From an optimization exercise on the open Yosys and OpenROAD flow, aimed at small area, a short achievable clock period and few clock cycles per item; shortcuts taken in it are not production practice. No functional check of the RTL was part of any run shown here.

==> design/flow/design.v <==
module a429pk_bk #(parameter W = 8) (
    input  wire [W-1:0] a,
    input  wire [W-1:0] b,
    input  wire         ci,
    output wire [W-1:0] s
);
    function integer clg(input integer v);
        integer t;
        begin
            clg = 0;
            for (t = v - 1; t > 0; t = t >> 1)
                clg = clg + 1;
        end
    endfunction
    localparam N = W + 1;
    localparam L = clg(N);
    wire [N-1:0] G [0:2*L];
    wire [N-1:0] P [0:2*L];
    assign G[0] = {a & b, ci};
    assign P[0] = {a ^ b, 1'b0};
    genvar l, i;
    generate
        for (l = 0; l < L; l = l + 1) begin : up
            for (i = 0; i < N; i = i + 1) begin : b_
                if (((i + 1) % (1 << (l + 1))) == 0) begin : n
                    assign G[l+1][i] = G[l][i] | (P[l][i] & G[l][i - (1 << l)]);
                    assign P[l+1][i] = P[l][i] & P[l][i - (1 << l)];
                end else begin : t
                    assign G[l+1][i] = G[l][i];
                    assign P[l+1][i] = P[l][i];
                end
            end
        end
        for (l = L - 2; l >= 0; l = l - 1) begin : dn
            for (i = 0; i < N; i = i + 1) begin : b_
                if (((i + 1) % (1 << (l + 1))) == (1 << l) && i >= (1 << (l + 1))) begin : n
                    assign G[2*L-1-l][i] = G[2*L-2-l][i] | (P[2*L-2-l][i] & G[2*L-2-l][i - (1 << l)]);
                    assign P[2*L-1-l][i] = P[2*L-2-l][i] & P[2*L-2-l][i - (1 << l)];
                end else begin : t
                    assign G[2*L-1-l][i] = G[2*L-2-l][i];
                    assign P[2*L-1-l][i] = P[2*L-2-l][i];
                end
            end
        end
    endgenerate
    wire [N-1:0] c = G[2*L-1];
    assign s = P[0][N-1:1] ^ c[N-2:0];
endmodule
module a429pk (
    input  wire         clk,
    input  wire         rst,
    input  wire         cmd_valid,
    output wire         cmd_ready,
    input  wire [287:0] cmd,
    output reg          rsp_valid,
    output wire [127:0] rsp_rn,
    output wire [63:0]  rsp_rd,
    output reg          diag_valid,
    output reg  [3:0]   diag_code,
    output wire [31:0]  raw,
    output wire [7:0]   dsr
);
    localparam [7:0] OP_SETRAW  = 8'h01, OP_GETRAW  = 8'h02,
                     OP_SETID   = 8'h03, OP_GETID   = 8'h04,
                     OP_SETSDI  = 8'h05, OP_GETSDI  = 8'h06,
                     OP_SETSSM  = 8'h07, OP_GETSSM  = 8'h08,
                     OP_SETPAR  = 8'h09, OP_GETPAR  = 8'h0A,
                     OP_SETBNR  = 8'h0B, OP_GETBNR  = 8'h0C,
                     OP_SETBCDD = 8'h0D, OP_SETBCD  = 8'h0E,
                     OP_GETBCD  = 8'h0F, OP_SETDISC = 8'h10,
                     OP_GETDISC = 8'h11, OP_SETDBIT = 8'h12,
                     OP_GETDBIT = 8'h13, OP_CLR     = 8'h14,
                     OP_GETWORD = 8'h15, OP_GETDSR  = 8'h16,
                     OP_CLRDSR  = 8'h17;
    localparam [3:0] E_NONE     = 4'd0,
                     E_RANGE    = 4'd1,
                     E_TOOWIDE  = 4'd2,
                     E_OCCUPIED = 4'd3,
                     E_OUTRANGE = 4'd4,
                     E_DIGIT    = 4'd5,
                     E_RADIX    = 4'd6,
                     E_SIGNOVL  = 4'd7,
                     E_ILLEGAL  = 4'd8;
    localparam [4:0] S_IDLE  = 5'd0,
                     S_EXEC  = 5'd1,    
                     S_PREP  = 5'd2,    
                     S_P2    = 5'd3,    
                     S_P1    = 5'd4,    
                     S_DIV   = 5'd5,    
                     S_FIN   = 5'd6,    
                     S_FIN2  = 5'd7,    
                     S_GMUL  = 5'd8,    
                     S_GD2   = 5'd9,    
                     S_DAB   = 5'd10,   
                     S_BW    = 5'd11,   
                     S_BREM  = 5'd12,   
                     S_BSCAN = 5'd13,   
                     S_GPREP = 5'd14,   
                     S_GBCD  = 5'd15,   
                     S_TB    = 5'd16,   
                     S_PREP2 = 5'd17,   
                     S_BCDD  = 5'd18;   
    reg [4:0] st;
    reg [31:0]  raw_q;
    reg [7:0]   dsr_q;
    reg [131:0] acc;         
    reg [130:0] ds;          
    reg [63:0]  opx;         
    reg [63:0]  rd;          
    reg [32:0]  alq;         
    reg [7:0]   opq;         
    reg [5:0]   fb, lb, sb;
    reg [6:0]   wv;          
    reg [4:0]   sht;         
    reg [4:0]   jc;          
    reg [4:0]   jd;          
    reg         bneg;        
    reg [65:0]  ppq;         
    reg         first;       
    reg         flip;        
    reg         flip1;       
    reg         neg;         
    reg         nz;          
    reg         tbq;         
    reg         hdone;       
    reg         shdone;      
    reg [4:0]   shc;         
    reg [6:0]   pos;         
    reg         m_div;       
    reg         m_ar;        
    reg         m_p1;        
    reg         pend;        
    reg [4:0]   np;          
    reg [3:0]   bk;          
    reg         remq;        
    reg [15:0]  gmask;       
    reg         dovf;        
    reg [4:0]   g_cnt;       
    reg [3:0]   g_lm;        
    reg [15:0]  g_inb;       
    assign raw       = raw_q;
    assign dsr       = dsr_q;
    assign cmd_ready = (st == S_IDLE);
    assign rsp_rn    = acc[127:0];
    assign rsp_rd    = rd;
    wire idle = (st == S_IDLE);
    function [2:0] msb8(input [7:0] f);
        reg hi;
        begin
            hi = |f[7:4];
            msb8[2] = hi;
            msb8[1] = hi ? (f[7] | f[6]) : (f[3] | f[2]);
            msb8[0] = hi ? (f[7] | (~f[6] & f[5])) : (f[3] | (~f[2] & f[1]));
        end
    endfunction
    function [5:0] msb64(input [63:0] x);
        reg [7:0]  nzb;
        reg [23:0] lo;
        reg [2:0]  g;
        integer i;
        begin
            for (i = 0; i < 8; i = i + 1) begin
                nzb[i]       = |x[8*i +: 8];
                lo[3*i +: 3] = msb8(x[8*i +: 8]);
            end
            g     = msb8(nzb);
            msb64 = {g, lo[3*g +: 3]};
        end
    endfunction
    function [4:0] btop(input [63:0] x);
        reg [5:0] m;
        begin
            m    = msb64(x ^ {x[62:0], 1'b0});
            btop = m[5:1];
        end
    endfunction
    function [2:0] bdig(input [63:0] x, input [4:0] j);
        reg [64:0] xx;
        begin
            xx   = {x, 1'b0};
            bdig = xx[{j, 1'b0} +: 3];
        end
    endfunction
    function [6:0] width0(input [5:0] f, input [5:0] l);
        width0 = (f > l) ? 7'd0 : ({1'b0, l} - {1'b0, f} + 7'd1);
    endfunction
    wire [7:0]  c_op  = cmd[7:0];
    wire [5:0]  c_rsv = cmd[31:26];
    wire [63:0] c_a   = cmd[95:32];
    wire [63:0] c_b   = cmd[159:96];
    wire [63:0] c_d   = cmd[287:224];
    wire c_known   = (c_op >= OP_SETRAW) && (c_op <= OP_CLRDSR);
    wire [63:0] c_c   = cmd[223:160];
    wire c_illegal = (c_rsv != 6'd0) || !c_known ||
                     (c_op == OP_SETPAR && c_a[63:1] != 63'd0);
    wire c_b10     = (c_b == 64'd10);
    wire c_hi8  = (c_a[63:8] != 56'd0);
    wire c_hi2  = c_hi8 || (c_a[7:2] != 6'd0);
    wire c_par  = c_a[0] ^ (^raw_q);
    wire occ_id  = (raw_q[7:0]   != 8'd0);
    wire occ_sdi = (raw_q[9:8]   != 2'd0);
    wire occ_ssm = (raw_q[30:29] != 2'd0);
    wire occ_par = raw_q[31];
    wire o_setid  = (c_op == OP_SETID);
    wire o_setsdi = (c_op == OP_SETSDI);
    wire o_setssm = (c_op == OP_SETSSM);
    wire o_setpar = (c_op == OP_SETPAR);
    wire o_setbcd = (c_op == OP_SETBCD);
    wire o_getbcd = (c_op == OP_GETBCD);
    wire x_set    = (c_op == OP_SETRAW) || (c_op == OP_SETDISC) || (c_op == OP_SETDBIT) ||
                    (c_op == OP_SETBCDD);
    wire x_get    = (c_op == OP_GETRAW) || (c_op == OP_GETDISC) || (c_op == OP_GETDBIT);
    wire o_sbnr   = (c_op == OP_SETBNR);
    wire o_gbnr   = (c_op == OP_GETBNR);
    wire o_bcdd   = (c_op == OP_SETBCDD);
    wire x_bcdd2  = o_bcdd && !e_bok;
    wire x_e5     = o_bcdd && e_bok && !e_fit;
    wire x_e1     = x_get ? !e_bok : (x_set && !o_bcdd && !e_bok);
    wire x_e2     = x_set && !o_bcdd && e_bok && !e_fit;
    wire x_e3     = x_set && e_bok && e_fit && e_occ;
    wire x_w      = x_set && e_bok && e_fit && !e_occ;
    wire c_d0     = (c_d == 64'd0);
    wire c_c0     = (c_c == 64'd0);
    wire g_e8     = o_gbnr && c_d0;
    wire gx_e1     = o_gbnr && !c_d0 && (!e_bok || !c_sok);
    wire g_two    = o_gbnr && !c_d0 && !e_bok && !c_sok;
    wire g_zero   = c_c0 || !e_bok || (e_al[31:0] == 32'd0);
    wire i_e1   = !c_illegal && (x_e1 || gx_e1);
    wire i_e5   = !c_illegal && x_e5;
    wire i_e8   = c_illegal || g_e8;
    wire i_e2   = !c_illegal && ((o_setid && c_hi8) || ((o_setsdi || o_setssm) && c_hi2) || x_e2);
    wire i_e3   = !c_illegal && ((o_setid && !c_hi8 && occ_id) || (o_setsdi && !c_hi2 && occ_sdi) ||
                                 (o_setssm && !c_hi2 && occ_ssm) || (o_setpar && occ_par) || x_e3);
    wire i_e6   = !c_illegal && (o_setbcd || o_getbcd) && !c_b10;
    wire i_e4   = !c_illegal && o_setbcd && c_b10 && c_a[63];
    wire i_diag = i_e8 || i_e1 || i_e2 || i_e3 || i_e4 || i_e5 || i_e6;
    wire [3:0] i_code = {i_e8, i_e6 || i_e4 || i_e5, i_e6 || i_e3 || i_e2, i_e3 || i_e1 || i_e5};
    wire i_wx   = !c_illegal && x_w;
    wire i_wid  = !c_illegal && o_setid && !c_hi8 && !occ_id;
    wire i_wsdi = !c_illegal && o_setsdi && !c_hi2 && !occ_sdi;
    wire i_wssm = !c_illegal && o_setssm && !c_hi2 && !occ_ssm;
    wire i_wpar = !c_illegal && o_setpar && !occ_par;
    wire i_clr  = !c_illegal && (c_op == OP_CLR);
    wire i_clrd = !c_illegal && (c_op == OP_CLRDSR);
    wire [31:0] i_wfix = (i_wid  ? {24'd0, c_a[7:0]}        : 32'd0) |
                         (i_wsdi ? {22'd0, c_a[1:0], 8'd0}  : 32'd0) |
                         (i_wssm ? {1'b0, c_a[1:0], 29'd0}  : 32'd0) |
                         (i_wpar ? {c_par, 31'd0}           : 32'd0);
    wire [31:0] i_rawb = i_clr ? 32'd0 : (raw_q | i_wfix);
    wire [31:0] i_rawx = raw_q | u_wr;
    wire [31:0] i_raw  = i_wx ? i_rawx : i_rawb;
    wire [7:0]  i_dsr  = i_clrd ? 8'd0 :
                         (dsr_q | {i_e8, 1'b0, i_e6, i_e5, i_e4, i_e3, i_e2, i_e1});
    wire i_gmul  = o_gbnr && !c_d0 && !g_zero;
    wire i_multi = !c_illegal && (o_sbnr || i_gmul || g_two || x_bcdd2 || (o_setbcd && c_b10 && !c_a[63]) ||
                                  (o_getbcd && c_b10 && c_f <= c_l));
    wire [4:0] i_next = c_illegal ? S_IDLE :
                        o_sbnr ? S_PREP :
                        i_gmul ? S_PREP :
                        g_two ? S_GD2 :
                        x_bcdd2 ? S_BCDD :
                        (o_setbcd && c_b10 && !c_a[63]) ? S_DAB :
                        (o_getbcd && c_b10 && c_f <= c_l) ? S_GBCD : S_IDLE;
    wire [5:0]  c_f    = cmd[13:8];
    wire [5:0]  c_l    = cmd[19:14];
    wire [5:0]  c_s    = cmd[25:20];
    wire        c_dbit = (c_op == OP_SETDBIT) || (c_op == OP_GETDBIT);
    wire [5:0]  ef     = idle ? c_f : fb;
    wire [5:0]  el     = idle ? c_l : lb;
    wire        dsel   = idle && c_dbit;
    reg  [32:0] e_ge, e_lel, e_lef;
    integer n;
    always @(*) begin
        for (n = 0; n < 33; n = n + 1) begin
            e_ge[n]  = (n >= ef);
            e_lel[n] = (n <= el);
            e_lef[n] = (n <= ef);
        end
    end
    wire [32:0] e_le   = dsel ? e_lef : e_lel;
    wire [32:0] ext    = {raw_q, 1'b0};                  
    wire [5:0]  o_amsb = msb64(opx);
    wire [6:0]  e_dg;
    a429pk_bk #(.W(7)) u_sub (.a({1'b0, el}), .b({1'b1, ~ef}), .ci(1'b1), .s(e_dg));
    wire [6:0]  e_d    = dsel ? 7'd0 : e_dg;
    wire        e_le0  = dsel || !e_dg[6];                  
    wire        e_bok  = (ef != 6'd0) && (dsel ? (ef <= 6'd32) : ((el <= 6'd32) && !e_dg[6]));
    wire [32:0] e_al   = (ext & e_le) >> ef;             
    wire [31:0] e_mask = e_ge[32:1] & e_le[32:1];
    wire        e_occ  = (raw_q & e_mask) != 32'd0;
    wire [6:0]  e_w0   = e_le0 ? (e_d + 7'd1) : 7'd0;    
    wire [5:0]  c_amsb = msb64(c_a);
    wire        c_anz  = (c_a != 64'd0);
    reg  [31:0] e_th;
    integer n4;
    always @(*) begin
        for (n4 = 0; n4 < 32; n4 = n4 + 1)
            e_th[n4] = (n4 <= e_d[5:0]);
    end
    wire        e_fit  = (c_a[63:32] == 32'd0) && ((c_a[31:0] & ~e_th) == 32'd0);
    wire [6:0]  e_dm;
    a429pk_bk #(.W(7)) u_cmp (.a(e_d), .b({1'b1, ~o_amsb}), .ci(1'b1), .s(e_dm));
    wire        e_dfit = !opx[63] && ((opx == 64'd0) || (e_le0 && !e_dm[6]));
    wire        c_sok  = (c_s != 6'd0) && (c_s <= 6'd32);    
    wire        c_sbit = c_sok && ext[c_s];
    reg  [31:0] wval;
    reg  [5:0]  wsh;
    wire [31:0] u_wr = wval << wsh;
    wire        in_p1   = (st == S_P1);
    reg  [4:0]  nd_idx;
    reg  [63:0] nd_src;
    reg         nd_flip;
    wire [63:0] c_reg   = ds[63:0];
    always @(*) begin
        nd_src  = c_reg;
        nd_idx  = jc - 5'd1;
        nd_flip = flip;
        case (st)
            S_PREP: nd_idx = jc;
            S_P2: if (jc == 5'd0) begin
                nd_src  = opx;
                nd_idx  = jd;
                nd_flip = flip1;
            end
            S_P1: nd_src = opx;
            default: ;
        endcase
    end
    wire [2:0] nd_dig  = bdig(nd_src, nd_idx);
    wire       nd_one  = nd_dig[1] ^ nd_dig[0];
    wire       nd_two  = (nd_dig == 3'b011) || (nd_dig == 3'b100);
    wire       nd_neg  = (nd_one || nd_two) && ((nd_dig[2] && !(nd_dig[1] && nd_dig[0])) ^ nd_flip);
    wire        nd_p1   = m_p1 || (st == S_P2 && jc == 5'd0);
    wire [63:0] m_cand  = nd_p1 ? rd : ds[127:64];
    wire [65:0] m_c66   = {{2{m_cand[63]}}, m_cand};
    wire [65:0] pp_mag  = nd_one ? m_c66 : (nd_two ? {m_c66[64:0], 1'b0} : 66'd0);
    wire [65:0] pp_nx   = pp_mag ^ {66{nd_neg}};
    wire [131:0] pp_y   = {{66{ppq[65]}}, ppq};
    wire         d_sub  = !acc[131];                     
    wire [131:0] ad_x   = m_div ? {acc[130:0], 1'b0} : {acc[129:0], 2'b00};
    wire [131:0] ad_y   = m_div ? ({1'b0, ds} ^ {132{d_sub}}) : pp_y;
    wire         ad_ci  = m_div ? d_sub : bneg;
    wire [131:0] ad_s;
    a429pk_bk #(.W(132)) u_add (.a(ad_x), .b(ad_y), .ci(ad_ci), .s(ad_s));
    wire         q_bit  = !ad_s[131];
    reg  [32:0] f_ge, f_le;
    integer n2;
    always @(*) begin
        for (n2 = 0; n2 < 33; n2 = n2 + 1) begin
            f_ge[n2] = (n2 >= fb);
            f_le[n2] = (n2 <= lb);
        end
    end
    wire        f_bok   = (fb != 6'd0) && (lb <= 6'd32) && (fb <= lb);
    wire        f_occ   = (raw_q & f_ge[32:1] & f_le[32:1]) != 32'd0;
    wire        f_mok   = f_bok && !f_occ;                  
    wire        f_indiv = (st == S_DIV);
    wire        q_lsb   = f_indiv ? q_bit : opx[0];
    wire [31:0] q_up    = f_indiv ? {opx[30:0], 1'b0} : {opx[31:1], 1'b0};
    wire        f_sgn   = neg && (nz || (f_indiv && q_bit));
    wire        f_b2    = (sb != 6'd0) && (sb <= 6'd32);
    wire [5:0]  f_qi    = sb - fb;                          
    wire        f_qb    = (f_qi[4:0] == 5'd0) ? q_lsb : q_up[f_qi[4:0]];
    wire        f_inm   = f_mok && (fb <= sb) && (sb <= lb) && f_qb;
    wire        f_occ2  = raw_q[sb[4:0] - 5'd1] || f_inm;
    wire [31:0] f_dec1  = 32'd1 << (fb[4:0] - 5'd1);
    wire [31:0] f_raw1  = raw_q | (f_mok ? (u_wr | (q_lsb ? f_dec1 : 32'd0)) : 32'd0);
    wire [3:0]  f_e1    = !f_bok ? E_RANGE : (f_occ ? E_OCCUPIED : E_NONE);
    wire [3:0]  f_e2    = !f_b2 ? E_RANGE : (f_occ2 ? E_OCCUPIED : E_NONE);
    wire [31:0] f_wr2   = (f_b2 && !f_occ2 && f_sgn) ? (32'd1 << (sb[4:0] - 5'd1)) : 32'd0;
    wire [6:0]  c_span = e_d;
    wire [4:0]  c_gcnt = e_le0 ? ({1'b0, c_span[5:2]} + 5'd1) : 5'd0;
    wire [1:0]  c_glw  = c_span[1:0];
    wire [3:0]  c_glm  = (c_glw == 2'd0) ? 4'b0001 : (c_glw == 2'd1) ? 4'b0011 :
                         (c_glw == 2'd2) ? 4'b0111 : 4'b1111;
    wire [5:0]  c_gt   = 6'd29 - c_f;
    reg  [15:0] c_ginb;
    integer kk;
    always @(*) begin
        for (kk = 0; kk < 16; kk = kk + 1)
            c_ginb[kk] = (kk != 0 || c_f != 6'd0) &&
                         ((kk + 1 == c_gcnt) ? (c_l <= 6'd32) :
                                               (c_f <= 6'd29 && kk <= c_gt[5:2]));
    end
    wire [35:0] al36 = {3'b000, alq};
    reg  [15:0] g_act, g_lst, g_bad, g_occ;
    reg  [63:0] g_dig;      
    reg  [31:0] g_err;      
    integer k;
    always @(*) begin
        for (k = 0; k < 16; k = k + 1) begin : grp
            reg [3:0] d, gm, occn;
            reg g_inbk;
            g_act[k] = (k < g_cnt);
            g_lst[k] = (k + 1 == g_cnt);
            gm = g_lst[k] ? g_lm : 4'b1111;
            d  = ds[4*k +: 4];
            g_bad[k] = (d & ~gm) != 4'd0;
            occn = (k <= 8) ? al36[4*k +: 4] : 4'd0;
            if (k > 8) g_inbk = 1'b0; else g_inbk = g_inb[k];
            g_occ[k] = (occn & gm) != 4'd0;
            g_err[2*k +: 2] = !g_act[k] ? 2'd0 :
                              g_bad[k] ? 2'd3 :
                              !g_inbk ? 2'd1 :
                              g_occ[k] ? 2'd2 : 2'd0;
            g_dig[4*k +: 4] = (g_act[k] && g_err[2*k +: 2] == 2'd0) ? d : 4'd0;
        end
    end
    reg [15:0] g_errv;
    integer k2;
    always @(*) begin
        for (k2 = 0; k2 < 16; k2 = k2 + 1)
            g_errv[k2] = g_err[2*k2 +: 2] != 2'd0;
    end
    wire g_e0 = (g_errv == 16'd0);
    wire g_one = !g_e0 && ((g_errv & (g_errv - 16'd1)) == 16'd0);
    function [3:0] ecode(input [1:0] e);
        ecode = (e == 2'd1) ? E_RANGE : (e == 2'd2) ? E_OCCUPIED :
                (e == 2'd3) ? E_DIGIT : E_NONE;
    endfunction
    reg [3:0] g_first;
    integer k3;
    always @(*) begin
        g_first = E_NONE;
        for (k3 = 15; k3 >= 0; k3 = k3 - 1)
            if (g_errv[k3]) g_first = ecode(g_err[2*k3 +: 2]);
    end
    wire [3:0] g_scan = ecode(g_err[2*bk +: 2]);
    wire [63:0] g_hmask = ~(64'd0) << {g_cnt, 2'b00};
    wire        g_rem   = ((ds[63:0] & g_hmask) != 64'd0) || dovf;
    wire [3:0]  gi     = np[3:0];
    wire        gb_inb = (gi <= 4'd8) && g_inb[gi];
    wire [3:0]  gb_dig = gb_inb ? al36[{gi, 2'b00} +: 4] : 4'd0;
    wire [31:0] gb_x   = {acc[28:0], 3'b000};
    wire [31:0] gb_y   = {acc[30:0], 1'b0};
    wire [31:0] gb_z   = {28'd0, gb_dig};
    wire [31:0] gb_s   = gb_x ^ gb_y ^ gb_z;
    wire [31:0] gb_c   = {(gb_x[30:0] & gb_y[30:0]) | (gb_x[30:0] & gb_z[30:0]) |
                          (gb_y[30:0] & gb_z[30:0]), 1'b0};
    wire [31:0] gb_acc;
    a429pk_bk #(.W(32)) u_gadd (.a(gb_s), .b(gb_c), .ci(1'b0), .s(gb_acc));
    function [3:0] dadj(input [3:0] a);
        begin
            dadj[3] = a[3] | (a[2] & (a[1] | a[0]));
            dadj[2] = (a[2] & ~a[1] & ~a[0]) | (a[3] & a[0]);
            dadj[1] = (~a[2] & a[1]) | (a[1] & a[0]) | (a[3] & ~a[0]);
            dadj[0] = (~a[3] & ~a[2] & a[0]) | (a[2] & a[1] & ~a[0]) | (a[3] & ~a[0]);
        end
    endfunction
    function [64:0] dab1(input [63:0] v, input b);
        integer i;
        reg [63:0] t;
        begin
            for (i = 0; i < 16; i = i + 1)
                t[4*i +: 4] = dadj(v[4*i +: 4]);
            dab1 = {t[63:0], b};
        end
    endfunction
    wire [4:0]  dab_i    = first ? o_amsb[5:1] : np;
    wire [1:0]  dab_bits = opx[{dab_i, 1'b0} +: 2];
    wire [63:0] dab_in   = first ? 64'd0 : ds[63:0];
    wire [64:0] dab_s1   = dab1(dab_in, dab_bits[1]);
    wire [64:0] dab_s2   = dab1(dab_s1[63:0], dab_bits[0]);
    wire [63:0] dab_out  = dab_s2[63:0];
    wire        dab_ovf  = dab_s1[64] || dab_s2[64];
    always @(*) begin
        wval = q_up;
        wsh  = ef - 6'd1;
        if (idle)
            wval = c_a[31:0];
        else if (st == S_BW) begin
            if (fb == 6'd0) begin
                wval = g_dig[32:1];
                wsh  = 6'd0;
            end else
                wval = g_dig[31:0];
        end
    end
    reg        nx_diag;
    reg [3:0]  nx_code;
    reg        p1_hd, p1_sd;
    reg [131:0] acc_m;
    reg [7:0]  dsr_set;
    reg [4:0]  p1_shc;
    always @(posedge clk) begin
        nx_diag = 1'b0;
        nx_code = E_NONE;
        p1_hd   = 1'b0;
        p1_sd   = 1'b0;
        p1_shc  = 5'd0;
        acc_m   = acc;
        bneg <= nd_neg;
        ppq  <= pp_nx;
        if (idle) begin
            opq   <= c_op;
            fb    <= cmd[13:8];
            lb    <= cmd[19:14];
            sb    <= cmd[25:20];
            neg   <= cmd[95] ^ cmd[159] ^ cmd[223] ^ cmd[287];
            flip  <= o_gbnr ? c_sbit : (cmd[159] ^ cmd[223]);
            flip1 <= cmd[95] ^ cmd[287];
            first <= 1'b1;
            jc    <= btop(c_c);
            jd    <= btop(c_d);
            m_div <= 1'b0;
            m_ar  <= 1'b0;
            m_p1  <= 1'b0;
            opx   <= (c_op == OP_SETBNR) ? c_d : c_a;
            ds    <= {3'd0, (o_gbnr ? {32'd0, e_al[31:0]} : c_b), c_c};
            alq   <= e_al;
            dovf  <= 1'b0;
            np    <= c_gcnt - 5'd1;
            g_cnt <= c_gcnt;
            g_lm  <= c_glm;
            g_inb <= c_ginb;
            rd    <= (c_op == OP_GETBNR) ? c_d : ((c_op == OP_SETBNR) ? c_a : 64'd1);
            acc_m  = {100'd0, ({32{c_op == OP_GETID}}   & {24'd0, raw_q[7:0]})   |
                              ({32{c_op == OP_GETSDI}}  & {30'd0, raw_q[9:8]})   |
                              ({32{c_op == OP_GETSSM}}  & {30'd0, raw_q[30:29]}) |
                              ({32{c_op == OP_GETPAR}}  & {31'd0, raw_q[31]})    |
                              ({32{c_op == OP_GETWORD}} & raw_q)                 |
                              ({32{c_op == OP_GETDSR}}  & {24'd0, dsr_q})        |
                              ({32{x_get && e_bok}}     & e_al[31:0])};
        end
        begin
            rsp_valid <= 1'b0;
            case (st)
            S_IDLE: if (cmd_valid) begin
                rsp_valid <= !i_multi;
                if (i_diag) begin
                    nx_diag = 1'b1; nx_code = i_code;
                end
                if (c_illegal)
                    rd    <= 64'd1;
                if (c_rsv != 6'd0)
                    acc_m = 132'd0;
                raw_q <= i_raw;
                dsr_q <= i_dsr;
                if (g_e8)   rd           <= 64'd1;
                st <= i_next;
            end
            S_BCDD: begin
                nx_diag = 1'b1;
                nx_code = e_dfit ? E_RANGE : E_DIGIT;
                rsp_valid <= 1'b1;
                st <= S_IDLE;
            end
            S_PREP: begin
                wv  <= e_w0;
                sht <= e_w0[6:2] + {4'd0, e_w0[1] | e_w0[0]};
                if (opq == OP_SETBNR) begin
                    if (c_reg == 64'd0 || ds[127:64] == 64'd0 || opx == 64'd0) begin
                        nx_diag = 1'b1; nx_code = E_ILLEGAL;
                        rsp_valid <= 1'b1;
                        rd <= 64'd1;
                        st <= S_IDLE;
                    end else begin
                        if (fb <= sb && sb <= lb) begin
                            nx_diag = 1'b1; nx_code = E_SIGNOVL;
                        end
                        st   <= S_P2;
                        m_ar <= 1'b1;
                    end
                end else begin
                    st   <= S_GMUL;
                    m_ar <= 1'b1;
                end
            end
            S_P2: begin
                jc    <= jc - 5'd1;
                if (jc == 5'd0) begin
                    ds     <= {ad_s[129:0], 1'b0};
                    acc_m  = 132'd0;
                    st     <= S_P1;
                    m_p1   <= 1'b1;
                    jc     <= jd;
                    flip   <= flip1;
                    hdone  <= 1'b0;
                    shdone <= (sht == 5'd0);
                    shc    <= 5'd0;
                end
            end
            S_P1: begin
                p1_hd  = hdone;
                p1_sd  = shdone;
                p1_shc = shc;
                if (!shdone) begin
                    if (ds[130:127] != 4'd0)
                        p1_sd = 1'b1;
                    else begin
                        ds <= {ds[126:0], 4'd0};
                        p1_shc = shc + 5'd1;
                        p1_sd  = (p1_shc == sht);
                    end
                end
                if (!hdone) begin
                    jc    <= jc - 5'd1;
                    p1_hd = (jc == 5'd0);
                end
                hdone  <= p1_hd;
                shdone <= p1_sd;
                shc    <= p1_shc;
                m_ar   <= !p1_hd;
                if (p1_hd && p1_sd) begin
                    tbq   <= 1'b0;
                    st    <= S_DIV;
                    m_div <= 1'b1;
                    m_ar  <= (p1_shc != 5'd0);   
                    opx   <= 64'd0;
                    nz    <= 1'b0;
                    pos   <= {p1_shc, 2'b00};
                end
            end
            S_DIV: begin
                opx <= {opx[62:0], q_bit};
                pos <= pos - 7'd1;
                if (q_bit) nz <= 1'b1;
                tbq <= q_bit && (pos >= wv);
                if (pos == 7'd1)
                    m_ar <= 1'b0;            
                if (tbq) begin
                    m_div <= 1'b0;
                    m_ar  <= 1'b0;
                    st    <= S_TB;
                end else if (pos == 7'd0) begin
                    m_div <= 1'b0;
                    m_ar  <= 1'b0;
                    if (wv == 7'd0)
                        st <= S_FIN;
                    else begin
                        acc_m = 132'd0;
                        rd  <= 64'd1;
                        if (f_e1 != E_NONE && f_e2 != E_NONE) begin
                            nx_diag = 1'b1; nx_code = f_e1;
                            st <= S_FIN2;
                        end else begin
                            raw_q <= f_raw1 | f_wr2;
                            if (f_e1 != E_NONE) begin nx_diag = 1'b1; nx_code = f_e1; end
                            if (f_e2 != E_NONE) begin nx_diag = 1'b1; nx_code = f_e2; end
                            rsp_valid <= 1'b1;
                            st <= S_IDLE;
                        end
                    end
                end
            end
            S_TB: begin
                nx_diag = 1'b1; nx_code = E_OUTRANGE;
                rsp_valid <= 1'b1;
                acc_m = 132'd0;
                rd    <= 64'd1;
                st    <= S_IDLE;
            end
            S_FIN: begin
                acc_m = 132'd0;
                rd  <= 64'd1;
                if (tbq) begin
                    nx_diag = 1'b1; nx_code = E_OUTRANGE;
                    rsp_valid <= 1'b1;
                    st <= S_IDLE;
                end else if (f_e1 != E_NONE && f_e2 != E_NONE) begin
                    nx_diag = 1'b1; nx_code = f_e1;
                    st <= S_FIN2;
                end else begin
                    raw_q <= f_raw1 | f_wr2;
                    if (f_e1 != E_NONE) begin nx_diag = 1'b1; nx_code = f_e1; end
                    if (f_e2 != E_NONE) begin nx_diag = 1'b1; nx_code = f_e2; end
                    rsp_valid <= 1'b1;
                    st <= S_IDLE;
                end
            end
            S_FIN2: begin
                raw_q <= raw_q | f_wr2;
                nx_diag = 1'b1; nx_code = f_e2;
                rsp_valid <= 1'b1;
                st <= S_IDLE;
            end
            S_GMUL: begin
                first <= 1'b0;
                jc    <= jc - 5'd1;
                if (jc == 5'd0) begin
                    m_ar <= 1'b0;
                    rsp_valid <= 1'b1;
                    st <= S_IDLE;
                end
            end
            S_GD2: begin
                nx_diag = 1'b1; nx_code = E_RANGE;
                rsp_valid <= 1'b1;
                st <= S_IDLE;
            end
            S_DAB: begin
                ds[63:0] <= dab_out;
                if (dab_ovf) dovf <= 1'b1;
                first <= 1'b0;
                np    <= dab_i - 5'd1;
                if (dab_i == 5'd0) st <= S_BW;
            end
            S_BW: begin
                raw_q <= raw_q | u_wr;
                if (g_e0) begin
                    if (g_rem) begin nx_diag = 1'b1; nx_code = E_OUTRANGE; end
                    rsp_valid <= 1'b1;
                    st <= S_IDLE;
                end else if (g_one) begin
                    nx_diag = 1'b1; nx_code = g_first;
                    if (g_rem) st <= S_BREM;
                    else begin
                        rsp_valid <= 1'b1;
                        st <= S_IDLE;
                    end
                end else begin
                    bk    <= 4'd0;
                    remq  <= g_rem;
                    gmask <= g_errv;
                    st    <= S_BSCAN;
                end
            end
            S_BREM: begin
                nx_diag = 1'b1; nx_code = E_OUTRANGE;
                rsp_valid <= 1'b1;
                st <= S_IDLE;
            end
            S_BSCAN: begin
                if (gmask[bk]) begin nx_diag = 1'b1; nx_code = g_scan; end
                bk <= bk + 4'd1;
                if ({1'b0, bk} + 5'd1 == g_cnt) begin
                    if (remq) st <= S_BREM;
                    else begin
                        rsp_valid <= 1'b1;
                        st <= S_IDLE;
                    end
                end
            end
            S_GBCD: begin
                acc_m[31:0] = gb_acc;
                if (!gb_inb) begin nx_diag = 1'b1; nx_code = E_RANGE; end
                np <= np - 5'd1;
                if (np == 5'd0) begin
                    rsp_valid <= 1'b1;
                    st <= S_IDLE;
                end
            end
            default: st <= S_IDLE;
            endcase
            diag_valid <= nx_diag;
            diag_code  <= nx_code;
            case (nx_code)
                4'd1: dsr_set = 8'h01;
                4'd2: dsr_set = 8'h02;
                4'd3: dsr_set = 8'h04;
                4'd4: dsr_set = 8'h08;
                4'd5: dsr_set = 8'h10;
                4'd6: dsr_set = 8'h20;
                4'd7: dsr_set = 8'h40;
                4'd8: dsr_set = 8'h80;
                default: dsr_set = 8'h00;
            endcase
            if (nx_diag && st != S_IDLE)
                dsr_q <= dsr_q | dsr_set;
        end
        acc <= (m_ar && !(st == S_P2 && jc == 5'd0)) ? ad_s : acc_m;
        if (rst) begin
            st         <= S_IDLE;
            raw_q      <= 32'd0;
            dsr_q      <= 8'd0;
            rsp_valid  <= 1'b0;
            diag_valid <= 1'b0;
            diag_code  <= 4'd0;
        end
    end
endmodule
==> design/flow/flow/run.sh <==
#!/bin/bash
# The standard layout (standard.sh), with ORFS's setup repair asked to
# leave a larger setup-slack margin on the design's own clock period.
set -euo pipefail
export SETUP_SLACK_MARGIN=8
bash standard.sh > standard.log 2>&1
==> design/flow/standard.sh <==
#!/bin/bash
# synth_recipe.tcl (not shown) runs the flow's synth.tcl, then flattens the netlist and writes it again
# the make line also repeats each setting of config.mk as NAME=value (left out here)
make -C /OpenROAD-flow-scripts/flow DESIGN_CONFIG=/design/flow/config.mk WORK_HOME=/design/flow/orfs CLKGATE_MAP_FILE= SYNTH_SCRIPT=/design/flow/synth_recipe.tcl "${@:-finish}"
==> design/flow/config.mk <==
export PLATFORM = sky130hd
export DESIGN_NAME = a429pk
export DESIGN_NICKNAME = a429pk
export VERILOG_FILES = /design/flow/design.v
export SDC_FILE = /design/flow/constraint.sdc
export NUM_CORES = 8
export LEC_CHECK = 0
export CAP_MARGIN = 40
export CORE_MARGIN = 2
export CORE_UTILIZATION = 40
export SLEW_MARGIN = 40
export SYNTH_HIERARCHICAL = 1
export SYNTH_MINIMUM_KEEP_SIZE = 0
==> design/flow/constraint.sdc <==
create_clock -name core_clock -period 15.0 [get_ports {clk}]
set_input_delay 3.0000 -clock core_clock [delete_from_list [all_inputs] [get_ports {clk}]]
set_output_delay 3.0000 -clock core_clock [all_outputs]
set_load 0.01 [all_outputs]
==> run summary, run 1 <==
Status:
- The run finished with no timing, DRC or antenna violations.

Setup path:
- At the worst endpoint, the required time is around 16 ns.
- On the worst path, the slowest cell contributes a delay of 0.59 ns.
- STA classifies the critical path startpoint as a flip-flop.
- The critical path in this run is classified as flip-flop to flip-flop.
- The worst setup path is captured at a flip-flop.
- The critical path launch point is m_div$_DFF_P_.
- The highest net fanout along the worst path is 7.
- The worst path arrival time is just under 8 ns.
- The worst register-to-register path begins at m_div$_DFF_P_.
- Among the stages of the critical path, the cell type that occurs most often is buf_6.
- The slowest stage of the critical path belongs to the cell or4_4.

Clock tree:
- Buffers inserted to repair hold after CTS numbered 0.
- The maximum level of the CTS H-tree is 3.
- TritonCTS built the clock tree.
- The clock latency on the worst-skew pair is between 0.7 and 0.8 ns.
- TritonCTS created 87 clock buffers.
- CTS saw around 660 sinks.
- The tree is rooted in a clkbuf_16.
- The clock transition at the registers of the reported paths is 0.06 ns.
- The maximum buffer depth of the clock tree is 3.

STA:
- The total count of max-transition violations in the final report was 0.
- Measured against its own limit, the worst slew margin works out to 31.4%.
- The worst path needs 7.11 ns of the cycle, external delays included.
- Adding up every negative setup slack in the final design gives 0 ns.
- The period utilization is 47.4%.
- Setup violations remaining at the end of the flow were counted as 0.
- The timing-limited maximum frequency is ~140 MHz.
- Setup slack closes at slightly below 8 ns.
- Setup repair after global routing could not meet its margin everywhere.
- The worst clock skew on the final layout is between 0.03 and 0.04 ns.
- For the pin with the worst max-slew slack, the measured transition is ~1 ns.
- The final count of hold timing violations came to 0.

Drt:
- The overall via count from detail_route is approximately 81000.
- The pre-antenna-repair detailed-routing pass consisted of 7 iterations.
- The post-detailed-route DRC marker count is 0.
- The first routing iteration left about 13000 violations.
- After detailed routing, the number of vias per cell comes to between 6 and 7.
- After detailed routing, the average wire length per cell comes to roughly 37 um.
- The number of nets still failing antenna checks after routing is 0.
- Wires add up to 435000 um.

Floorplanning:
- The top-level I/O count is between 500 and 600.
- The die outline area is approximately 180000 um^2.
- The overall die width is between 400 and 500 um.
- The starting density of the core is approximately two fifths.
- In this run the standard cell core region covers about 170000 um^2.
- In this run the vertical extent of the chip is between 400 and 500 um.
- The floorplan has around 150 rows.

Global route:
- After global routing the overflow that remains totals 0.
- For this run, the total global-route usage over all layers was measured as around 47%.
- The largest net degree at the start of global routing is 140.
- The number of antenna violations at the first check in global routing is 48.
- The first global-routing pass estimated 591000 um of wire.
- The number of global-route vias before repair was approximately 74000.

Placed design:
- The HPWL after detailed placement is ~330000 um.
- The weighted congestion at the end of routability-driven global placement is between 1 and 1.5.
- The setup slack after placement is 5.10 ns.
- The number of I/O port buffers is roughly 530.

Hold path:
- The origin of the worst min-delay path is acc[130]$_DFF_P_.
- In this run the worst hold path is classified as flip-flop to flip-flop.

Cells and area:
- In the final layout, the share of cells above drive strength 1 is 13.6%.
- The utilization after layout is 48.3%.
- Leaving out fill and tap cells, the most frequent cell in the layout is nor2_1.
- In the layout the commonest cells are nor2_1, nand2_1, a21oi_1, clkdlybuf4s50_1, dfxtp_1.
- The area growth from synthesis to final layout is 19.8%.
- The number of nets in the layout is 10084.

Yosys:
- The average instance in the mapped netlist occupies between 7 and 8 um^2.
- The number of synthesis warnings is 10.
- The post-synthesis instance area is 69200 um^2.
- Counting every instance in the synthesized netlist gives about 9000.

Job:
- The count of maximum capacitance violations is 0.
-- layer usage --
| metal | wire [um] | global-route usage [%] | vias up |
|---|---|---|---|
| met5 | 552 | 0 | - |
| met4 | 34200 | 29.8 | 42 |
| met3 | 57100 | 17.0 | 1330 |
| met2 | 175000 | 66.4 | 5978 |
| met1 | 168000 | 60.2 | 39852 |
| li1 | - | - | 34157 |
-- sequential cells by signal (all words and copies together) (netlist names), 7 cells and up --
register / count
gmask: 16
ppq: 65
dsr_q: 8
rd: 64
ds: 131
g_inb: 9
pos: 7
acc: 132
alq: 33
wv: 7
opx: 64
opq: 8
raw_q: 32
-- metrics by stage --
step                      instances  cell area (um^2)  hold slack, ns
final                         11778             82900           0.482
after global routing          11756             82900           0.520
after CTS                     11718             81500           0.481
after detailed placement      11463             76500           0.457
after global placement        11448             76000           0.452
after floorplan                9211             69600           0.437
-- worst max-delay path, delay by kind of cell (launching register included) --
kind,cells,cell delay [ns]
buf+inv,9,1.57
compound gates,11,2.08
mux,1,0.32
flops,1,0.47
xor+xnor,1,0.15
fa+ha+maj,1,0.28
simple gates,8,2.08
-- path summary, 6_finish.rpt --
check | cells past startpoint | endpoint | slack [ns]
setup / recovery | 31 | raw_q[25]$_SDFFE_PP0P_ | 7.89
hold / removal | 1 | acc[130]$_DFF_P_ | 0.48
hold reg to reg | 1 | acc[130]$_DFF_P_ | 0.48
setup reg to reg | 31 | raw_q[25]$_SDFFE_PP0P_ | 7.89
-- layout make-up --
type | instances | area (um^2)
fillers | 17038 | 88800
multi-input cells | 7205 | 51300
flip-flops and latches | 656 | 14400
repair buffers | 935 | 9290
well taps | 2310 | 2890
clock buffers | 121 | 2590
inverters | 486 | 1870
clock inverters | 38 | 500
diodes | 25 | 62.6
repair inverters | 2 | 15.0
-- timing repair --
action / in CTS / in global routing
endpoints found under the setup margin: 133 / 138
cloned: 19 / 4
resized for setup: 210 / 213
pin swaps: 43 / 71
buffers inserted: 77 / 28
==> run 2, diff against run 1 <==
==> design/flow/flow/run.sh (replaced) <==
#!/bin/bash
# The standard layout (standard.sh), with ORFS's setup repair asked to
# leave a larger setup-slack margin on the design's own clock period, and
# allowed to resize cells to other footprints.
set -euo pipefail
export SETUP_SLACK_MARGIN=8
bash standard.sh MATCH_CELL_FOOTPRINT=0 finish > standard.log 2>&1
--- a/design/flow/config.mk
+++ b/design/flow/config.mk
@@ -10,4 +10,2 @@
 export CORE_UTILIZATION = 40
 export SLEW_MARGIN = 40
-export SYNTH_HIERARCHICAL = 1
-export SYNTH_MINIMUM_KEEP_SIZE = 0
==> run 2 against run 1 <==
Hold slack gained 0.0026 ns. Clock skew grew 0.048 ns. Final cell count shrank 2.9%. First-iteration DRC count shrank 14%. Register-to-register slack lost 0.16 ns. Synthesized cell count shrank 2.7%. Utilization shrank 0.48 points. Routed wire length shrank 7.6%. Critical path depth shrank 10.
==> run summary, run 2 <==
Global route:
- The largest net degree at the start of global routing came to 151 (was 140).
- The number of antenna violations at the first check in global routing came to 37 (was 48).
- The sum of overflow across all layers after global routing was 0 (unchanged).
- The global-route wire length before repair is 551000 um (was 591000 um).
- The total routing resource utilization after global routing is 45.1% (was 47.1%).
- The number of global-route vias before repair is 70325 (was 74491).

Setup path:
- The data required time of the critical path was 15.66 ns (was 15.63 ns).
- The biggest cell delay along the critical path is 0.57 ns (was 0.59 ns).
- Traced cell by cell, the critical path runs through dlymetal6s2s_1 -> nand3_1 -> nand2_4 -> ha_1 -> a21oi_2 -> fa_2 -> buf_4 -> nand2_1 -> nand2_1 -> a32oi_1 -> o2111ai_2 -> nor4bb_1 -> and4_2 -> nand4b_1 -> nor3_4 -> buf_12 -> or2b_4 -> nand2_8 -> or4_4 -> nand3_2 -> o21ai_1.
- The most numerous cell on the critical path is nand2_1 (was buf_6).
- The highest net fanout along the worst path is 11 (was 7).
- The worst path arrival time is 8.15 ns (was 7.74 ns).
- The critical path class is primary input to flip-flop (was flip-flop to flip-flop).
- The critical register-to-register path startpoint was m_div$_DFF_P_ (unchanged).
- The buffers plus inverters on the worst setup path is 3 (was 9).
- The critical path launch point was cmd[18] (was m_div$_DFF_P_).
- The critical path capture point type is a flip-flop (unchanged).
- The cell type of the slowest stage on the worst timing path is or4_4 (unchanged).
- The family of cells with the greatest summed delay on the critical path is simple AND/OR/NAND/NOR gates (unchanged).
- The kind of start point of the critical path is a primary input (was flip-flop).

STA:
- The final count of hold timing violations is 0 (unchanged).
- The transition time of the tightest slew-check pin is 1.13 ns (was 1.03 ns).
- The count of endpoints failing setup in the final report is 0 (unchanged).
- The period utilization is 49.9% (was 47.4%).
- The headroom to the max-slew limit is 23.8% (was 31.4%).
- Unrepaired setup endpoints after global routing: yes (unchanged).
- The setup TNS is 0 ns (unchanged).
- The shortest clock period the worst path allows after layout is 7.49 ns (was 7.11 ns).
- The timing-limited maximum frequency is 134 MHz (was 141 MHz).
- The total count of max-transition violations in the final report is 0 (unchanged).
- The worst clock skew on the final layout is 0.0856 ns (was 0.0380 ns).

Floorplanning:
- The total core area came to 167000 um^2 (was 172000 um^2).
- The top-level I/O count was 530 (unchanged).
- The starting density of the core is 40.2% (was 40.3%).
- The overall die width is 414 um (was 420 um).
- The vertical die dimension was 414 um (was 420 um).
- The site row count was 150 (was 152).
- The die outline area is 171000 um^2 (was 176000 um^2).

Status:
- Run status: timing/DRC/antenna clean (unchanged).

Cells and area:
- The utilization after layout is 47.8% (was 48.3%).
- The area growth from synthesis to final layout was 18.9% (was 19.8%).
- The number of nets in the layout is 9832 (was 10084).
- The most frequent standard cell in the layout excluding fill and tap cells is nand2_1 (was nor2_1).
- Commonest cells after routing, fill and taps aside: nand2_1, nor2_1, a21oi_1, o21ai_0, dfxtp_1 (was nor2_1, nand2_1, a21oi_1, clkdlybuf4s50_1, dfxtp_1).
- The share of final-layout standard cells stronger than drive strength 1 was 12.8% (was 13.6%).
- Biggest registers after layout: acc: 132 flops, ds: 131 flops, ppq: 65 flops (unchanged).
- The register with the highest flop count is acc (unchanged).
- The flip-flop count of the largest register, all copies and words added came to 132 (unchanged).
- The number of fill cells in the layout came to 16576 (was 17038).
- The cell area after layout came to 79800 um^2 (was 82900 um^2).

Yosys:
- The post-synthesis area per instance came to 7.49 um^2 (was 7.52 um^2).
- Yosys attributes the largest share of cell area to dfxtp_1, ha_1, a21oi_1.
- The synthesized design contains about 130 enable-type register cells.
- The most used standard cell by instance count after synthesis is nand2_1.
- The synthesized netlist cell count is 8958 (was 9203).
- The count of cell types in the netlist is about 110.
- Of all cell types, the one taking the most synthesized area is dfxtp_1.
- The number of synthesis warnings came to 4 (was 10).
- The register area share after synthesis is about 21%.
- Of all flip-flops after synthesis, the portion carrying an async set or reset was 0%.
- The share of Yosys cell area claimed by the top area cell type is 15.8%.
- The post-synthesis instance area is 67100 um^2 (was 69200 um^2).
- The number of storage elements in the synthesis netlist is approximately 660.
- The commonest cells after synthesis are nand2_1, nor2_1, a21oi_1.
- The flip-flop cell with the highest count after synthesis is dfxtp_1.

Drt:
- The detail-routed via count per cell is 6.68 (was 6.91).
- The post-detailed-route DRC marker count is 0 (unchanged).
- The average detailed-routed wire length per instance is 35.1 um (was 36.9 um).
- The number of nets still failing antenna checks after routing is 0 (unchanged).
- The number of DRC violations after detailed-routing iteration 0 was 11158 (was 12998).
- The wire length reported by the detailed router was 402000 um (was 435000 um).
- The detailed-routing iteration count for the pre-antenna-repair pass is 7 (unchanged).
- The overall via count from detail_route is 76392 (was 81359).

Clock tree:
- The TritonCTS clock tree was built (unchanged).
- The maximum buffer depth of the clock tree is 3 (unchanged).
- The maximum level of the CTS H-tree is 3 (unchanged).
- The clock transition at the registers of the reported paths is 0.06 ns (about the same).
- The library cell used as clock root buffer is clkbuf_16 (unchanged).
- The TritonCTS buffer count is 90 (was 87).
- The cts-stage hold buffer count came to 0 (unchanged).
- The total clock sinks is 656 (unchanged).
- The clock latency on the worst-skew pair is 0.77 ns (about the same).

Job:
- The count of maximum capacitance violations is 0 (unchanged).

Placed design:
- The weighted congestion at the end of routability-driven global placement is 1.06 (was 1.07).
- The area of placed instances is 74000 um^2 (was 76500 um^2).
- The detailed placement HPWL is 311000 um (was 333000 um).
- The number of I/O port buffers came to 529 (unchanged).

Hold path:
- The path type of the worst min-delay path is flip-flop to flip-flop (unchanged).
- The origin of the worst min-delay path is acc[128]$_DFF_P_ (was acc[130]$_DFF_P_).
-- run 2: cell types whose count changed in the layout (fill, tap and decap cells not counted), sizes merged, moves of 46 or more --
| cell | change |
|---|---|
| a22o | -112 |
| xnor2 | -50 |
| mux2i | +64 |
| inv | -53 |
| or3 | +60 |
| nor2b | +48 |
| o21ai | +63 |
| a22oi | -125 |
| nand2 | +138 |
| nor2 | -67 |
| o221ai | +46 |
-- run 2: worst paths after layout --
check / slack [ns] / endpoint / depth (start not counted)
max: 7.51 / raw_q[26]$_SDFFE_PP0P_ / 21
min: 0.48 / acc[128]$_DFF_P_ / 2
max reg2reg: 7.73 / raw_q[0]$_SDFFE_PP0P_ / 20
min reg2reg: 0.48 / acc[128]$_DFF_P_ / 2
-- run 2: final cells by class --
class / instances / area, um^2 / area share [%]
timing repair buffer: 887 / 8480 / 10.6
antenna: 31 / 77.6 / 0.0972
sequential: 656 / 14400 / 18.1
clock buffer: 126 / 2660 / 3.33
tap: 2204 / 2760 / 3.46
inverter: 428 / 1660 / 2.08
clock inverter: 41 / 515 / 0.646
multi-input combinational: 7060 / 49200 / 61.7
-- run 2: cell families after synthesis --
family,count (synthesis),synth area share [%]
xor+xnor,427,5.60
compound gates,2703,26.3
mux,534,9.33
flops,656,21.4
fa+ha+maj,428,8.88
simple gates,2964,20.6
buf+inv,1246,7.88
-- run 2: timing repair --
action | CTS | global route
endpoints found under the setup margin | 211 | 119
cloned | 8 | 0
setup buffers | 74 | 42
pin swaps | 51 | 58
endpoints found under the hold margin | 0 | 0
gates resized for setup | 201 | 164
-- run 2: per-stage QoR --
stage | hold WS, ns | setup WS [ns] | instances
after detailed placement | 0.477 | 4.67 | 11108
final | 0.485 | 7.51 | 11433
after floorplan | 0.427 | 6.90 | 8958
after global routing | 0.511 | 7.44 | 11425
after global placement | 0.459 | 4.37 | 11104
after CTS | 0.484 | 7.69 | 11357
-- run 2: worst register-to-register path, cell delays in order (launching register included) --
cell       delay [ns]
dfxtp_4          0.67
buf_8            0.47
mux2_2           0.43
ha_1             0.33
a21o_1           0.17
a21o_1           0.17
a21oi_1          0.26
o21ai_0          0.38
a211oi_2         0.58
nor2_1           0.10
a2111oi_0        0.48
buf_4            0.22
o21a_1           0.21
a21bo_2          0.20
o211ai_1         0.10
buf_4            0.22
a31oi_2          0.63
nand2b_1         0.42
nor3_1           0.72
a221oi_1         0.20
a211oi_1         0.22
-- run 2: metal layers --
layer / global-route usage [%] / part of all wire (%) / up-vias
li1: - / - / 32950
met5: 0.226 / 0.041 / -
met2: 64.7 / 41 / 5082
met4: 34.6 / 9.2 / 20
met1: 57.3 / 39 / 37273
met3: 11.8 / 11 / 1067
==> run 3, diff against run 2 <==
==> design/flow/flow/run.sh (replaced) <==
#!/bin/bash
# The standard layout (standard.sh), with ORFS's setup repair asked to
# leave a larger setup-slack margin on the design's own clock period, and
# plain buffers (buf_2) for the port buffers.
set -euo pipefail
export SETUP_SLACK_MARGIN=8
export BUFFER_PORTS_ARGS="-buffer_cell sky130_fd_sc_hd__buf_2"
bash standard.sh > standard.log 2>&1
==> run 3 against run 2 <==
Flip-flop and latch count stayed put. Final cell count shrank 0.46%. Global-route usage decreased by 0.49 points. Critical endpoint is now st[1]$_SDFFE_PP0P_.
==> run summary, run 3 <==
Status:
- Run status: timing/DRC/antenna clean (unchanged).

Yosys:
- The share of Yosys cell area claimed by the top area cell type is 15.8% (unchanged).
- The post-synthesis instance area is 67100 um^2 (unchanged).
- The post-synthesis area per instance is 7.49 um^2 (unchanged).
- The most used standard cell by instance count after synthesis is nand2_1 (unchanged).
- The fraction of synthesized area in multiplexers is 9.33% (unchanged).
- The synthesized netlist cell count is 8958 (unchanged).
- Cells taking the most area after synthesis: dfxtp_1, ha_1, a21oi_1 (unchanged).
- The register area share after synthesis is 21.4% (unchanged).
- The count of cell types in the netlist came to 114 (unchanged).
- The main combinational cell family by area after synthesis is compound AO/OA/AOI/OAI gates (unchanged).
- The number of synthesis warnings is 4 (unchanged).
- The async set-or-reset flop fraction in the synthesized netlist is 0% (unchanged).
- The number of enable-type register cells in the synthesized netlist is 125 (unchanged).
- The flip-flop cell with the highest count after synthesis is dfxtp_1 (unchanged).
- The share of the synthesized netlist area taken by xor and xnor gates is 5.60% (unchanged).
- The simple-gate share of the synthesized area is 20.6% (unchanged).
- The largest area contributor in the synthesized netlist is dfxtp_1 (unchanged).
- The number of storage elements in the synthesis netlist was 656 (unchanged).
- Top cell types by occurrence after synthesis: nand2_1, nor2_1, a21oi_1 (unchanged).
- The post-synthesis share of cell area spent on full adders, half adders and majority gates is 8.88% (unchanged).
- The synthesized-area fraction occupied by ao, oa, aoi and oai cells came to 26.3% (unchanged).

Drt:
- The overall via count from detail_route is 76272 (was 76392).
- The uppermost metal layer occupied by signal nets is met5 (unchanged).
- The detail-routed via count per cell came to 6.70 (was 6.68).
- The sum of routed wire segments on met1 is 158000 um (was 156000 um).
- The average detailed-routed wire length per instance came to 35.0 um (was 35.1 um).
- The number of DRC violations after detailed-routing iteration 0 is 11214 (was 11158).
- The wire length reported by the detailed router was 398000 um (was 402000 um).
- The post-detailed-route DRC marker count was 0 (unchanged).
- The number of nets still failing antenna checks after routing came to 0 (unchanged).
- The met3 routed wirelength is 41700 um (was 44000 um).
- The sum of met2 wire segment lengths after detailed routing is 162000 um (was 165000 um).
- The detailed-routing iteration count for the pre-antenna-repair pass is 12 (was 7).

Cells and area:
- Commonest cells after routing, fill and taps aside: nand2_1, nor2_1, a21oi_1, o21ai_0, dfxtp_1 (unchanged).
- The most frequent standard cell in the layout excluding fill and tap cells is nand2_1 (unchanged).
- The area growth from synthesis to final layout is 13.3% (was 18.9%).
- The final cell count without fillers was 11380 (was 11433).
- The flip-flop count of the largest register, all copies and words added came to 132 (unchanged).
- The register with the highest flop count is acc (unchanged).
- The share of final-layout standard cells stronger than drive strength 1 is 16.9% (was 12.8%).
- The number of fill cells in the layout is 16918 (was 16576).
- Biggest registers after layout: acc: 132 flops, ds: 131 flops, ppq: 65 flops (unchanged).
- The number of nets in the layout is 9785 (was 9832).

Floorplanning:
- The site row count is 150 (unchanged).
- The total core area is 167000 um^2 (unchanged).
- The vertical die dimension came to 414 um (unchanged).
- The overall die width is 414 um (unchanged).
- The die outline area was 171000 um^2 (unchanged).
- The top-level I/O count was 530 (unchanged).
- The starting density of the core is 40.2% (unchanged).

STA:
- The transition time of the tightest slew-check pin was 1.02 ns (was 1.13 ns).
- The total count of max-transition violations in the final report is 0 (unchanged).
- The final count of hold timing violations came to 0 (unchanged).
- The worst clock skew on the final layout was 0.104 ns (was 0.0856 ns).
- The period utilization is 51.2% (was 49.9%).
- The timing-limited maximum frequency is 130 MHz (was 134 MHz).
- The shortest clock period the worst path allows after layout was 7.68 ns (was 7.49 ns).
- The headroom to the max-slew limit is 32.1% (was 23.8%).
- The count of endpoints failing setup in the final report came to 0 (unchanged).
- The setup TNS was 0 ns (unchanged).
- Unrepaired setup endpoints after global routing: yes (unchanged).

Clock tree:
- The library cell used as clock root buffer is clkbuf_16 (unchanged).
- The maximum level of the CTS H-tree is 3 (unchanged).
- The TritonCTS buffer count is 89 (was 90).
- The clock transition at the registers of the reported paths is 0.06 ns (about the same).
- The total clock sinks is 656 (unchanged).
- The cts-stage hold buffer count is 0 (unchanged).
- The maximum buffer depth of the clock tree is 3 (unchanged).
- The TritonCTS clock tree is built (unchanged).
- The clock latency on the worst-skew pair came to 0.80 ns (was 0.77 ns).

Setup path:
- The capture point of the critical path is st[1]$_SDFFE_PP0P_ (was raw_q[26]$_SDFFE_PP0P_).
- The destination of the worst register-to-register timing path is raw_q[26]$_SDFFE_PP0P_ (was raw_q[0]$_SDFFE_PP0P_).
- The data required time of the critical path is 15.54 ns (was 15.66 ns).
- The kind of start point of the critical path is a primary input (unchanged).
- Crit path cell chain: buf_2 -> or4b_1 -> buf_4 -> nor4_4 -> buf_6 -> nand2_4 -> a2111oi_1 -> nor3_1 -> a21oi_1 -> a21oi_1 -> a222oi_1 -> o221ai_1 -> or4_1 -> nor4_4 -> buf_4 -> or4_1 -> a221oi_1 (was dlymetal6s2s_1 -> nand3_1 -> nand2_4 -> ha_1 -> a21oi_2 -> fa_2 -> buf_4 -> nand2_1 -> nand2_1 -> a32oi_1 -> o2111ai_2 -> nor4bb_1 -> and4_2 -> nand4b_1 -> nor3_4 -> buf_12 -> or2b_4 -> nand2_8 -> or4_4 -> nand3_2 -> o21ai_1).
- The critical path class is primary input to flip-flop (unchanged).
- The worst reg2reg path depth came to 31 (was 20).
- The cell type of the slowest stage on the worst timing path is or4_1 (was or4_4).
- The worst reg-to-reg setup slack is 7.45 ns (was 7.73 ns).
- The critical path launch point is cmd[4] (was cmd[18]).
- The family of cells with the greatest summed delay on the critical path is simple AND/OR/NAND/NOR gates (unchanged).
- The logic depth of the worst setup path including buffers is 17 (was 21).
- The critical path capture point type is a flip-flop (unchanged).
- The highest net fanout along the worst path is 21 (was 11).
- The worst path arrival time is 8.22 ns (was 8.15 ns).
- The biggest cell delay along the critical path is 0.69 ns (was 0.57 ns).
- The buffers plus inverters on the worst setup path is 4 (was 3).
- The critical register-to-register path startpoint is st[0]$_SDFFE_PP0P_ (was m_div$_DFF_P_).

Placed design:
- The detailed placement HPWL came to 306000 um (was 311000 um).
- The number of instances in the placed design is 11110 (was 11108).
- The number of I/O port buffers is 529 (unchanged).
- The weighted congestion at the end of routability-driven global placement is 1.07 (was 1.06).

Global route:
- The global-route wire length before repair is 547000 um (was 551000 um).
- The sum of overflow across all layers after global routing was 0 (unchanged).
- The largest net degree at the start of global routing is 129 (was 151).
- The number of global-route vias before repair is 69826 (was 70325).
- The number of antenna violations at the first check in global routing is 41 (was 37).
- The total routing resource utilization after global routing was 44.6% (was 45.1%).

Hold path:
- The path type of the worst min-delay path is flip-flop to flip-flop (unchanged).

Job:
- The count of maximum capacitance violations is 0 (unchanged).
run 3: cell counts after synthesis:
Identical to the previous run, type by type.
run 3: timing repair:
item                                    4_1_cts  5_1_grt
endpoints found under the setup margin      172      135
resized for setup                           126       69
pin swaps                                    45       25
buffers inserted                             48       16
cloned                                        8        0
run 3: cell type report:
type                            instances  area (um^2)  area share [%]
Antenna cell                           28         70.1          0.0922
Clock buffer                          124         2570            3.39
Clock inverter                         39          463           0.609
Inverter                              428         1660            2.18
Multi-Input combinational cell       7059        48700            64.0
Sequential cell                       656        14400            18.9
Tap cell                             2204         2760            3.63
Timing Repair Buffer                  840         5390            7.10
Timing Repair inverter                  2         17.5          0.0230
run 3: worst min path at each step:
stage | end | startpoint | slack, ns | cells past startpoint
after CTS | acc[98]$_DFF_P_ | acc[98]$_DFF_P_ | 0.50 | 2
after global placement | acc[130]$_DFF_P_ | acc[130]$_DFF_P_ | 0.46 | 2
after global routing | acc[98]$_DFF_P_ | acc[98]$_DFF_P_ | 0.51 | 2
final | acc[112]$_DFF_P_ | acc[112]$_DFF_P_ | 0.49 | 2
after floorplan | dovf$_DFF_P_ | dovf$_DFF_P_ | 0.43 | 1
after detailed placement | acc[128]$_DFF_P_ | acc[128]$_DFF_P_ | 0.48 | 2
run 3: per-layer routing:
layer,GRT usage [%],vias to the layer above
met3,10.0,1082
li1,-,32849
met1,57.8,37244
met2,63.8,5087
met4,34.3,10
met5,0,-
run 3: metrics by stage:
step | utilization, % | hold slack, ns | setup WS, ns | area [um^2]
3_5_place_dp | 42.7 | 0.485 | 4.90 | 71300
5_1_grt | 45.5 | 0.509 | 7.21 | 76000
2_1_floorplan | - | 0.427 | 6.80 | 67300
3_3_place_gp | 42.5 | 0.463 | 4.52 | 71000
4_1_cts | 45.2 | 0.498 | 7.51 | 75400
6_report | 45.6 | 0.491 | 7.32 | 76000
run 3: kinds of logic (layout without fill, tap and decap cells):
kind of cell,Yosys count,after routing
and+or+nand+nor,2964,2967
muxes,534,534
AOI/OAI and AO/OA,2703,2703
buffers and inverters,1246,1433
adders and majority gates,428,428
DFF,656,656
other,0,28
xor gates and xnor gates,427,427
run 3: worst min-delay path, stage by stage, from the launching register on:
cell     delay [ns]
dfxtp_1        0.33
nand2_1        0.05
o21ai_0        0.06

## static timing again, ports no longer ideal
How much do the figures lean on ideal ports? The routed layouts below were timed once more, with nothing changed but the port constraints. Step 1, drivers: a clkbuf_16 drives clk and a buf_2 each remaining input, both assumed. Step 2 moves the port delays by t, midway between the first and last clock arrival at a register: inputs arrive t later, outputs are due t later. That takes back most of the time a late clock gives input paths. Slacks: ideal / step 1 / step 2; pairs: ideal / step 1.
run | shift t [ns] | slack for setup (ns) | slew at the worst register clock pin (ns) | worst slew at a driven data input, ns | pins driven straight from the clock port
run 1 | 0.841 | 7.892 / 7.892 / 7.152 | 0.07 / 0.07 | 0.10 | 1
run 2 | 0.813 | 7.510 / 7.543 / 6.730 | 0.07 / 0.07 | 0.26 | 1
run 3 | 0.842 | 7.324 / 7.395 / 6.553 | 0.08 / 0.08 | 0.29 | 1
After both steps setup and hold are still met in every run listed. For run 2, which loses most, drivers alone change the setup slack by +0.033 ns; drivers and shift together by -0.780 ns.
